This is an optimization exercise on Yosys and OpenROAD, whose aim is small area, not a production implementation. Function was checked by simulation only, so behaviour that the tests miss may differ from the original. No activity file was given, so power comes from the tool's default toggle rates.

[flow/config.mk]
export PLATFORM = sky130hd
export DESIGN_NAME = sfr_top
export DESIGN_NICKNAME = sfr_top
export VERILOG_FILES = /design/flow/design.v
export SDC_FILE = /design/flow/constraint.sdc
export NUM_CORES = 4
export LEC_CHECK = 0
export CAP_MARGIN = 20
export CORE_MARGIN = 2
export CORE_UTILIZATION = 40
export SLEW_MARGIN = 20
[flow/run.sh]
#!/bin/bash
# synth_recipe.tcl (not shown) runs the flow's synth.tcl, then flattens the netlist and writes it again
# the make line also repeats each setting of config.mk as NAME=value (left out here)
make -C /OpenROAD-flow-scripts/flow DESIGN_CONFIG=/design/flow/config.mk WORK_HOME=/design/flow/orfs CLKGATE_MAP_FILE= SYNTH_SCRIPT=/design/flow/synth_recipe.tcl finish
[flow/design.v]
module sfr_div (
    input  wire        clk,
    input  wire        rst,
    input  wire        start,
    input  wire [31:0] num,
    input  wire [25:0] den,
    output reg         busy,
    output wire [31:0] quo
);
    reg [31:0] q;        
    reg [31:0] r;        
    reg [5:0]  n;        
    reg [25:0] d;
    wire [32:0] trial = {r[31:0], q[31]} - {7'd0, d};
    assign quo = q;
    always @(posedge clk) begin
        if (rst) begin
            busy <= 1'b0;
            q    <= 32'd0;
            r    <= 32'd0;
            n    <= 6'd0;
            d    <= 26'd0;
        end else if (start) begin
            busy <= 1'b1;
            q    <= num + {6'd0, den} - 32'd1;
            r    <= 32'd0;
            n    <= 6'd32;
            d    <= den;
        end else if (busy) begin
            if (!trial[32]) begin
                r <= trial[31:0];
                q <= {q[30:0], 1'b1};
            end else begin
                r <= {r[30:0], q[31]};
                q <= {q[30:0], 1'b0};
            end
            n <= n - 6'd1;
            if (n == 6'd1)
                busy <= 1'b0;
        end
    end
endmodule
module sfr_top (
    input  wire        clk,
    input  wire        rst,
    input  wire        evt_valid,
    input  wire [31:0] evt_data,
    output wire        evt_ready,
    output reg         rec_valid,
    output reg  [2:0]  rec_port,
    output reg         rec_last,
    output reg  [7:0]  rec_data,
    output wire [15:0] status,
    output wire [31:0] config_word,
    output wire [31:0] baud_word,
    output wire [31:0] stage_word
);
    localparam integer MAX_LGE  = 64;
    localparam integer BUF      = MAX_LGE + 2;
    localparam integer TICK_HZ  = 9600;
    localparam integer CNT_W    = 16;
    localparam [7:0] STX = 8'h02;
    localparam [2:0] P_STD = 3'd0, P_BCAST = 3'd1, P_SPEC = 3'd2, P_ANY = 3'd3, P_TXP = 3'd4;
    localparam [1:0] RX_START = 2'd0, RX_LEN = 2'd1, RX_BODY = 2'd2;
    localparam [1:0] TX_IDLE = 2'd0, TX_WAIT = 2'd1, TX_SEND = 2'd2;
    localparam [2:0] R_NONE = 3'd0, R_OK = 3'd1, R_BCC = 3'd2, R_LEN = 3'd3,
                     R_LINE = 3'd4, R_TIMEOUT = 3'd5;
    localparam [1:0] F_TX_BUSY = 2'd1, F_CONFIG = 2'd2, F_ILLEGAL = 2'd3;
    localparam [2:0] S_IDLE = 3'd0, S_DIV_LEN = 3'd1, S_DIV_START = 3'd2,
                     S_CLASS = 3'd3, S_DIV_RESP = 3'd4, S_ANY = 3'd5, S_TX = 3'd6;
    reg        run;
    reg [1:0]  rx_state;
    reg [7:0]  body_count;
    reg        resid_armed;
    reg [CNT_W-1:0] resid_cnt;
    reg [1:0]  tx_state;
    reg [8:0]  tx_len;
    reg [CNT_W-1:0] resp_cnt;
    reg [2:0]  last_result;
    reg        fault;
    reg [1:0]  fault_cause;
    reg [4:0]  cfg_node;
    reg [3:0]  cfg_en;
    reg [23:0] cfg_baud;
    reg [23:0] baud_stage;
    reg [8*BUF-1:0] rxb;
    reg [8*BUF-1:0] txb;
    reg [2:0]  seq;
    reg [7:0]  bcc_acc;       
    reg [8:0]  idx;           
    reg [2:0]  cls_port;      
    reg        any_pending;
    reg [4:0]  start_node;
    reg [3:0]  start_en;
    assign evt_ready = (seq == S_IDLE);
    wire accept = evt_valid && evt_ready;
    assign status      = {5'd0, fault_cause, fault, last_result, run, tx_state, rx_state};
    assign config_word = {20'd0, cfg_en, 3'd0, cfg_node};
    assign baud_word   = {8'd0, cfg_baud};
    assign stage_word  = {8'd0, baud_stage};
    wire [3:0] op = evt_data[31:28];
    wire [7:0] d  = evt_data[7:0];
    reg legal;
    always @(*) begin
        case (op)
            4'h1:    legal = (evt_data[27:8] == 20'd0);
            4'h2:    legal = (evt_data[27:2] == 26'd0) && (evt_data[1:0] != 2'd3);
            4'h3:    legal = (evt_data[27:0] == 28'd0);
            4'h4:    legal = (evt_data[27:0] == 28'd0);
            4'h5:    legal = (evt_data[27:24] == 4'd0);
            4'h6:    legal = (evt_data[27:12] == 16'd0) && (evt_data[7:5] == 3'd0);
            4'h7:    legal = (evt_data[27:0] == 28'd0);
            default: legal = 1'b0;
        endcase
    end
    wire [7:0] lge = rxb[15:8];
    wire [7:0] adr = rxb[23:16];
    wire [8:0] frame_len = {1'b0, lge} + 9'd2;
    wire is_last_body = (body_count + 8'd1 == lge);
    reg         div_start;
    reg  [31:0] div_num;
    reg  [25:0] div_den;
    wire        div_busy;
    wire [31:0] div_q;
    sfr_div u_div (
        .clk   (clk),
        .rst   (rst),
        .start (div_start),
        .num   (div_num),
        .den   (div_den),
        .busy  (div_busy),
        .quo   (div_q)
    );
    wire [31:0] load_full = div_q + 32'd1;
    always @(posedge clk) begin
        if (rst) begin
            run         <= 1'b0;
            rx_state    <= RX_START;
            body_count  <= 8'd0;
            resid_armed <= 1'b0;
            resid_cnt   <= {CNT_W{1'b0}};
            tx_state    <= TX_IDLE;
            tx_len      <= 9'd0;
            resp_cnt    <= {CNT_W{1'b0}};
            last_result <= R_NONE;
            fault       <= 1'b0;
            fault_cause <= 2'd0;
            cfg_node    <= 5'd0;
            cfg_en      <= 4'd0;
            cfg_baud    <= 24'd0;
            baud_stage  <= 24'd0;
            seq         <= S_IDLE;
            bcc_acc     <= 8'd0;
            idx         <= 9'd0;
            cls_port    <= 3'd0;
            any_pending <= 1'b0;
            start_node  <= 5'd0;
            start_en    <= 4'd0;
            div_start   <= 1'b0;
            div_num     <= 32'd0;
            div_den     <= 26'd0;
            rec_valid   <= 1'b0;
            rec_port    <= 3'd0;
            rec_last    <= 1'b0;
            rec_data    <= 8'd0;
        end else begin
            div_start <= 1'b0;
            rec_valid <= 1'b0;
            rec_last  <= 1'b0;
            case (seq)
            S_IDLE: if (accept && !fault) begin
                if (!legal) begin
                    fault       <= 1'b1;
                    fault_cause <= F_ILLEGAL;
                end else begin
                    case (op)
                    4'h1: if (run) begin
                        case (rx_state)
                        RX_START: if (d == STX) begin
                            rxb[7:0] <= d;
                            rx_state <= RX_LEN;
                        end
                        RX_LEN: if (d >= 8'd2 && d <= MAX_LGE) begin
                            rxb[15:8]  <= d;
                            body_count <= 8'd0;
                            bcc_acc    <= STX ^ d;
                            div_num    <= 33 * TICK_HZ * {24'd0, d};
                            div_den    <= {1'b0, cfg_baud, 1'b0};
                            div_start  <= 1'b1;
                            seq        <= S_DIV_LEN;
                        end else begin
                            last_result <= R_LEN;
                            rx_state    <= RX_START;
                            body_count  <= 8'd0;
                            resid_armed <= 1'b0;
                            resid_cnt   <= {CNT_W{1'b0}};
                        end
                        default: begin  
                            rxb[8*(2 + body_count) +: 8] <= d;
                            body_count <= body_count + 8'd1;
                            if (!is_last_body) begin
                                bcc_acc <= bcc_acc ^ d;
                            end else begin
                                rx_state    <= RX_START;
                                body_count  <= 8'd0;
                                resid_armed <= 1'b0;
                                resid_cnt   <= {CNT_W{1'b0}};
                                if (bcc_acc != d) begin
                                    last_result <= R_BCC;
                                end else begin
                                    last_result <= R_OK;
                                    any_pending <= cfg_en[3];
                                    idx         <= 9'd0;
                                    if (adr[7]) begin
                                        cls_port <= P_SPEC;
                                        seq      <= cfg_en[2] ? S_CLASS : S_ANY;
                                    end else if (adr[6] && adr[4:0] == cfg_node) begin
                                        if (tx_state != TX_IDLE) begin
                                            fault       <= 1'b1;
                                            fault_cause <= F_TX_BUSY;
                                        end else begin
                                            txb <= rxb;
                                            txb[8*(2 + body_count) +: 8] <= d;
                                            tx_len    <= frame_len;
                                            div_num   <= 22 * TICK_HZ * 2;
                                            div_den   <= {1'b0, cfg_baud, 1'b0};
                                            div_start <= 1'b1;
                                            seq       <= S_DIV_RESP;
                                        end
                                    end else if (adr[5]) begin
                                        cls_port <= P_BCAST;
                                        seq      <= cfg_en[1] ? S_CLASS : S_ANY;
                                    end else if (adr[4:0] == cfg_node) begin
                                        cls_port <= P_STD;
                                        seq      <= cfg_en[0] ? S_CLASS : S_ANY;
                                    end else begin
                                        seq      <= S_ANY;
                                    end
                                end
                            end
                        end
                        endcase
                    end
                    4'h2: if (run) begin
                        if (rx_state != RX_START)
                            last_result <= R_LINE;
                        rx_state    <= RX_START;
                        body_count  <= 8'd0;
                        resid_armed <= 1'b0;
                        resid_cnt   <= {CNT_W{1'b0}};
                    end
                    4'h3: begin
                        if (resid_armed) begin
                            resid_cnt <= resid_cnt - 1'b1;
                            if (resid_cnt == 1) begin
                                last_result <= R_TIMEOUT;
                                rx_state    <= RX_START;
                                body_count  <= 8'd0;
                                resid_armed <= 1'b0;
                                resid_cnt   <= {CNT_W{1'b0}};
                            end
                        end
                        if (tx_state == TX_WAIT) begin
                            resp_cnt <= resp_cnt - 1'b1;
                            if (resp_cnt == 1) begin
                                tx_state <= TX_SEND;
                                idx      <= 9'd0;
                                seq      <= S_TX;
                            end
                        end
                    end
                    4'h4: if (tx_state == TX_SEND)
                        tx_state <= TX_IDLE;
                    4'h5: baud_stage <= evt_data[23:0];
                    4'h6: begin
                        run         <= 1'b0;
                        rx_state    <= RX_START;
                        body_count  <= 8'd0;
                        resid_armed <= 1'b0;
                        resid_cnt   <= {CNT_W{1'b0}};
                        if (tx_state == TX_WAIT) begin
                            tx_state <= TX_IDLE;
                            resp_cnt <= {CNT_W{1'b0}};
                        end
                        if (baud_stage == 24'd0) begin
                            fault       <= 1'b1;
                            fault_cause <= F_CONFIG;
                        end else begin
                            start_node <= evt_data[4:0];
                            start_en   <= evt_data[11:8];
                            div_num    <= 33 * TICK_HZ * MAX_LGE;
                            div_den    <= {1'b0, baud_stage, 1'b0};
                            div_start  <= 1'b1;
                            seq        <= S_DIV_START;
                        end
                    end
                    default: begin
                        run         <= 1'b0;
                        rx_state    <= RX_START;
                        body_count  <= 8'd0;
                        resid_armed <= 1'b0;
                        resid_cnt   <= {CNT_W{1'b0}};
                        if (tx_state == TX_WAIT) begin
                            tx_state <= TX_IDLE;
                            resp_cnt <= {CNT_W{1'b0}};
                        end
                    end
                    endcase
                end
            end
            S_DIV_LEN: if (!div_start && !div_busy) begin
                resid_cnt   <= load_full[CNT_W-1:0];
                resid_armed <= 1'b1;
                rx_state    <= RX_BODY;
                seq         <= S_IDLE;
            end
            S_DIV_START: if (!div_start && !div_busy) begin
                if (load_full > {{(32-CNT_W){1'b0}}, {CNT_W{1'b1}}}) begin
                    fault       <= 1'b1;
                    fault_cause <= F_CONFIG;
                end else begin
                    cfg_node    <= start_node;
                    cfg_en      <= start_en;
                    cfg_baud    <= baud_stage;
                    last_result <= R_NONE;
                    run         <= 1'b1;
                end
                seq <= S_IDLE;
            end
            S_DIV_RESP: if (!div_start && !div_busy) begin
                resp_cnt <= load_full[CNT_W-1:0];
                tx_state <= TX_WAIT;
                seq      <= S_ANY;
            end
            S_CLASS: begin
                rec_valid <= 1'b1;
                rec_port  <= cls_port;
                rec_data  <= rxb[8*idx +: 8];
                rec_last  <= (idx == frame_len - 9'd1);
                if (idx == frame_len - 9'd1) begin
                    idx <= 9'd0;
                    seq <= S_ANY;
                end else begin
                    idx <= idx + 9'd1;
                end
            end
            S_ANY: begin
                if (!any_pending) begin
                    seq <= S_IDLE;
                end else begin
                    rec_valid <= 1'b1;
                    rec_port  <= P_ANY;
                    rec_data  <= rxb[8*idx +: 8];
                    rec_last  <= (idx == frame_len - 9'd1);
                    if (idx == frame_len - 9'd1) begin
                        idx         <= 9'd0;
                        any_pending <= 1'b0;
                        seq         <= S_IDLE;
                    end else begin
                        idx <= idx + 9'd1;
                    end
                end
            end
            S_TX: begin
                rec_valid <= 1'b1;
                rec_port  <= P_TXP;
                rec_data  <= txb[8*idx +: 8];
                rec_last  <= (idx == tx_len - 9'd1);
                if (idx == tx_len - 9'd1) begin
                    idx <= 9'd0;
                    seq <= S_IDLE;
                end else begin
                    idx <= idx + 9'd1;
                end
            end
            default: seq <= S_IDLE;
            endcase
        end
    end
endmodule
[flow/constraint.sdc]
create_clock -name core_clock -period 10.0 [get_ports {clk}]
set_input_delay 2.0000 -clock core_clock [delete_from_list [all_inputs] [get_ports {clk}]]
set_output_delay 2.0000 -clock core_clock [all_outputs]
set_load 0.01 [all_outputs]
==> results.py <==
metrics = {
    "critical_path": {
        "crit_chain": "buf_4 > buf_4 > inv_1 > ha_1 > ha_1 > ha_1 > ha_1 > inv_1 > fa_1 > nor2b_1 > o21ai_0 > a211oi_1 > o21ai_0 > a211oi_1 > a21oi_1 > nor3b_1 > o31ai_1 > a31oi_1",
        "cp_data_required_time_ns": 10.65,
        "cp_max_fo": 64,
        "r2r_start": "body_count[2]$_SDFFE_PP0P_",
        "endpoint_kind": "register",
        "crit_top_cell": "ha_1",
        "slowest_stage": "buf_4",
        "critPathArrivalTime_ns": 7.05,
        "cpPeakStageDelay_ns": 0.87,
        "start_kind": "input pin",
        "ff2ff_setup_slack_ns": 4.80,
        "crit_type": "in2reg",
        "reg2regPathDepth": 11,
        "r2r-end": "txb[79]$_DFFE_PP_",
    },
    "power_and_ir_drop": {
        "power.internal_uw": 9213,
        "p_total_uw": 11870,
        "power.leakage_uw": 0.02121,
        "seq_power_share_pct": 50.6,
        "clockPowerShare_pct": 45.7,
        "p_sw_share_pct": 22.41,
        "power_frac_comb_pct": 3.7,
        "powerDensity_nw_per_um2": 155.4,
        "switchingPower_uw": 2661,
        "peakVddDrop_mv": 0.1560,
    },
    "finish": {
        "layout_commonest_cell": "edfxtp_1",
        "fin_nets": 5639,
        "finalInstanceArea_sq_um": 76390,
        "num_antenna_cells": 0,
        "final_cells": 7776,
        "drive_gt1_share_pct": 19.29,
        "layout_common_cells": "edfxtp_1 (1056), mux2_2 (453), nand2_1 (406)",
        "syn2layout_area_growth_pct": 11.72,
    },
    "timing": {
        "max_slew.worst_pin.slew_ns": 1.160,
        "min_period_over_period_pct": 64.04,
        "max_slew_margin_pct": 22.38,
        "rsz0062_at_grt": "no",
        "fmax_ghz": 0.1561,
        "hold_violations": 0,
        "slew_viol_final": 0,
        "finClkSkew_ns": 0.05314,
        "finalSetupViolations": 0,
        "period_needed_ns": 6.404,
        "totalNegativeSetupSlack_ns": 0,
    },
    "yosys": {
        "yosysWarnings": 2,
        "ys_seq_area_share_pct": 55.25,
        "synth-compound-area-share_pct": 9.273,
        "synth_xor_area_share_pct": 2.068,
        "muxShareOfSynthArea_pct": 17.44,
        "ys.flop_type": "edfxtp_1",
        "synth-seq-cells": 1359,
        "post_synth_instance_area_sq_um": 68380,
        "yosys.area_share.simple_pct": 8.726,
        "syn_inst": 5414,
        "ys_types": 97,
        "syn_avg_cell_area_sq_um": 12.63,
        "synthArstFlopShare_pct": 0,
        "synth_top_family_by_area": "multiplexers",
        "synth_edf_count": 1056,
        "synthAdderAreaFrac_pct": 3.400,
    },
    "route": {
        "drt.antenna.violating_nets": 0,
        "wl_per_cell_um": 24.89,
        "vias_per_cell": 5.842,
        "dr_total_vias": 45426,
        "wl_um": 193500,
        "drc": 0,
        "first_iter_violations": 4901,
        "dr.pass1.iters": 6,
    },
    "die": {
        "core_sq_um": 169700,
        "boundaryPins": 161,
        "initial_core_util_pct": 40.30,
        "die_w_um": 417.5,
        "die_height_um": 417.5,
        "rows": 151,
        "die_area_sq_um": 174300,
    },
    "place": {
        "port_buffers": 116,
        "dp.cells": 7497,
        "gp_congestion": 0.8944,
        "hpwl_um": 124800,
        "dpl_cell_area_sq_um": 71550,
    },
    "cts": {
        "cts-root-buf": "clkbuf_16",
        "clkSinkCount": 1359,
        "path_clk_slew_ns": 0.05,
        "numCtsBuffers": 151,
        "post-cts-setup-buffer-count": 0,
        "cts_hold_buf": 0,
        "htree_levels": 4,
        "cts_resized": 0,
        "insertion_delay_ns": 0.83,
        "cts_buffer_depth": 3,
        "cts_tree": "done",
    },
    "run_status": {
        "status": "timing/DRC/antenna clean",
    },
    "global_routing": {
        "grt_pass1_vias": 44061,
        "gr-total-overflow": 0,
        "grt_max_degree": 148,
        "grt_antenna_before_repair": 10,
        "grt_pass1_wl_um": 288100,
        "grt_util_all_layers_pct": 21.78,
    },
    "worst_hold_path": {
        "min_path_cells": 2,
        "min_from": "div_num[19]$_SDFFE_PP0P_",
        "min_to": "div_num[19]$_SDFFE_PP0P_",
        "min_path_type": "reg2reg",
    },
    "job": {
        "maxCapViolations": 0,
    },
}
-- cells in the mapped netlist, types with 11 or more instances --
| cell type | number | share of area, % |
|---|---|---|
| o31ai_1 | 17 | 0.19 |
| buf_2 | 42 | 0.31 |
| a211oi_1 | 81 | 0.89 |
| a31oi_1 | 30 | 0.27 |
| mux4_2 | 203 | 6.7 |
| nand4_1 | 29 | 0.27 |
| nor2b_1 | 46 | 0.42 |
| buf_4 | 72 | 0.79 |
| o211ai_1 | 25 | 0.27 |
| xnor2_1 | 94 | 1.2 |
| or3_1 | 16 | 0.15 |
| o21a_1 | 23 | 0.25 |
| nor2_2 | 40 | 0.37 |
| nor2_1 | 343 | 1.9 |
| nand3b_1 | 12 | 0.13 |
| nor3_1 | 75 | 0.55 |
| nand2b_1 | 31 | 0.28 |
| clkbuf_1 | 229 | 1.3 |
| dfxtp_1 | 303 | 8.9 |
| a21o_1 | 35 | 0.38 |
| inv_1 | 238 | 1.3 |
| nor4_1 | 37 | 0.34 |
| and2_1 | 18 | 0.16 |
| o221ai_1 | 61 | 0.78 |
| o22ai_1 | 51 | 0.47 |
| xor2_1 | 63 | 0.81 |
| ha_1 | 149 | 2.7 |
| or2_2 | 16 | 0.15 |
| a21oi_1 | 268 | 2.0 |
| a311oi_1 | 30 | 0.38 |
| o2bb2ai_1 | 12 | 0.15 |
| nand2_1 | 407 | 2.2 |
| nand3_1 | 83 | 0.61 |
| edfxtp_1 | 1056 | 46 |
| o21ai_0 | 251 | 1.8 |
| and3_1 | 15 | 0.14 |
| mux2i_1 | 225 | 3.3 |
| buf_1 | 22 | 0.12 |
| mux2_2 | 453 | 7.5 |
| fa_1 | 23 | 0.67 |
| a22oi_1 | 11 | 0.12 |
-- registers in the layout (all words and copies together), names as in the netlist, 4 cells and up --
signal,count
idx,9
rxb,528
bcc_acc,8
cfg_en,4
resp_cnt,16
div_den,24
txb,528
tx_len,9
u_div.d,24
u_div.r,32
cfg_baud,24
resid_cnt,16
rec_data,8
start_en,4
u_div.q,32
body_count,8
baud_stage,24
u_div.n,6
div_num,20
cfg_node,5
start_node,5
-- how the worst max path moves through the flow --
stage / from / to / slack [ns] / cells after the start
finish: evt_data[2] / div_num[24]$_SDFFE_PP0P_ / 3.60 / 18
detailed placement: evt_data[2] / div_num[24]$_SDFFE_PP0P_ / 2.86 / 18
global placement: evt_data[2] / div_num[24]$_SDFFE_PP0P_ / 2.90 / 18
global route: evt_data[2] / div_num[24]$_SDFFE_PP0P_ / 3.28 / 18
floorplan: evt_data[0] / rxb[100]$_DFFE_PP_ / -1.97 / 11
CTS: evt_data[2] / div_num[24]$_SDFFE_PP0P_ / 3.71 / 18
-- power by group through the flow --
stage	clock network [uW]	registers, uW	logic, uW
2_1_floorplan	0	6120	323
3_3_place_gp	0	6120	437
3_5_place_dp	0	6120	436
4_1_cts	5520	6000	438
5_1_grt	5730	6000	487
6_report	5430	6000	439
-- kinds of logic after synthesis --
logic type / count (synthesis)
multiplexers: 881
other: 1
buffers and inverters: 608
adder cells (fa/ha/maj): 172
AO/OA/AOI/OAI: 995
flip-flops: 1359
XOR/XNOR: 159
AND/OR/NAND/NOR: 1239
-- metal layers --
layer | global-route usage, % | up-vias | share of wire (%)
li1 | - | 20414 | -
met4 | 5.795 | 10 | 2.4
met2 | 33.87 | 1541 | 46
met3 | 3.955 | 269 | 7.0
met1 | 31.34 | 23192 | 45
met5 | 0 | - | 0.035
-- metrics by stage --
step / setup WS (ns) / hold slack [ns] / utilization (%)
6_report: 3.596 / 0.4561 / 45.03
3_5_place_dp: 2.860 / 0.4500 / 42.17
3_3_place_gp: 2.904 / 0.4445 / 42.16
4_1_cts: 3.710 / 0.4565 / 45.02
2_1_floorplan: -1.967 / 0.4319 / -
5_1_grt: 3.285 / 0.4783 / 45.03
-- layout make-up --
| cell class | count | area, sq um |
|---|---|---|
| Multi-Input combinational cell | 3490 | 28250 |
| Clock inverter | 72 | 713.2 |
| Tap cell | 2218 | 2775 |
| Fill cell | 15284 | 93270 |
| Sequential cell | 1359 | 37790 |
| Inverter | 240 | 908.4 |
| Timing Repair Buffer | 190 | 1844 |
| Clock buffer | 207 | 4113 |
-- worst max-delay path: cells and delay by family --
kind                     cells  cell delay [ns]
buffers and inverters        4             1.65
adder cells (fa/ha/maj)      5             1.71
AO/OA/AOI/OAI                7             1.38
AND/OR/NAND/NOR              2             0.26

==> separate check: timing with driven ports <==
Ports are ideal in the flow. The routed layout listed here was re-timed in OpenROAD. Step 1 sets driving cells, clkbuf_16 on the clock port and buf_2 on the other inputs (assumed; they add their load-dependent delay and slew). Step 2 times the ports against the registers' clock, not the clock port: input delays grow and output delays shrink by t, the midpoint of the rising clock arrivals with the driver on. Three values: no drivers, after step 1, after step 2; two values: the first two.
shift t [ns]: 0.887
setup WS [ns]: 3.596 / 3.630 / 2.743
hold WS [ns]: 0.456 / 0.456 / 0.456
After both steps setup and hold are still met in this run. For this run, drivers alone change the setup slack by +0.034 ns; drivers and shift together by -0.853 ns.
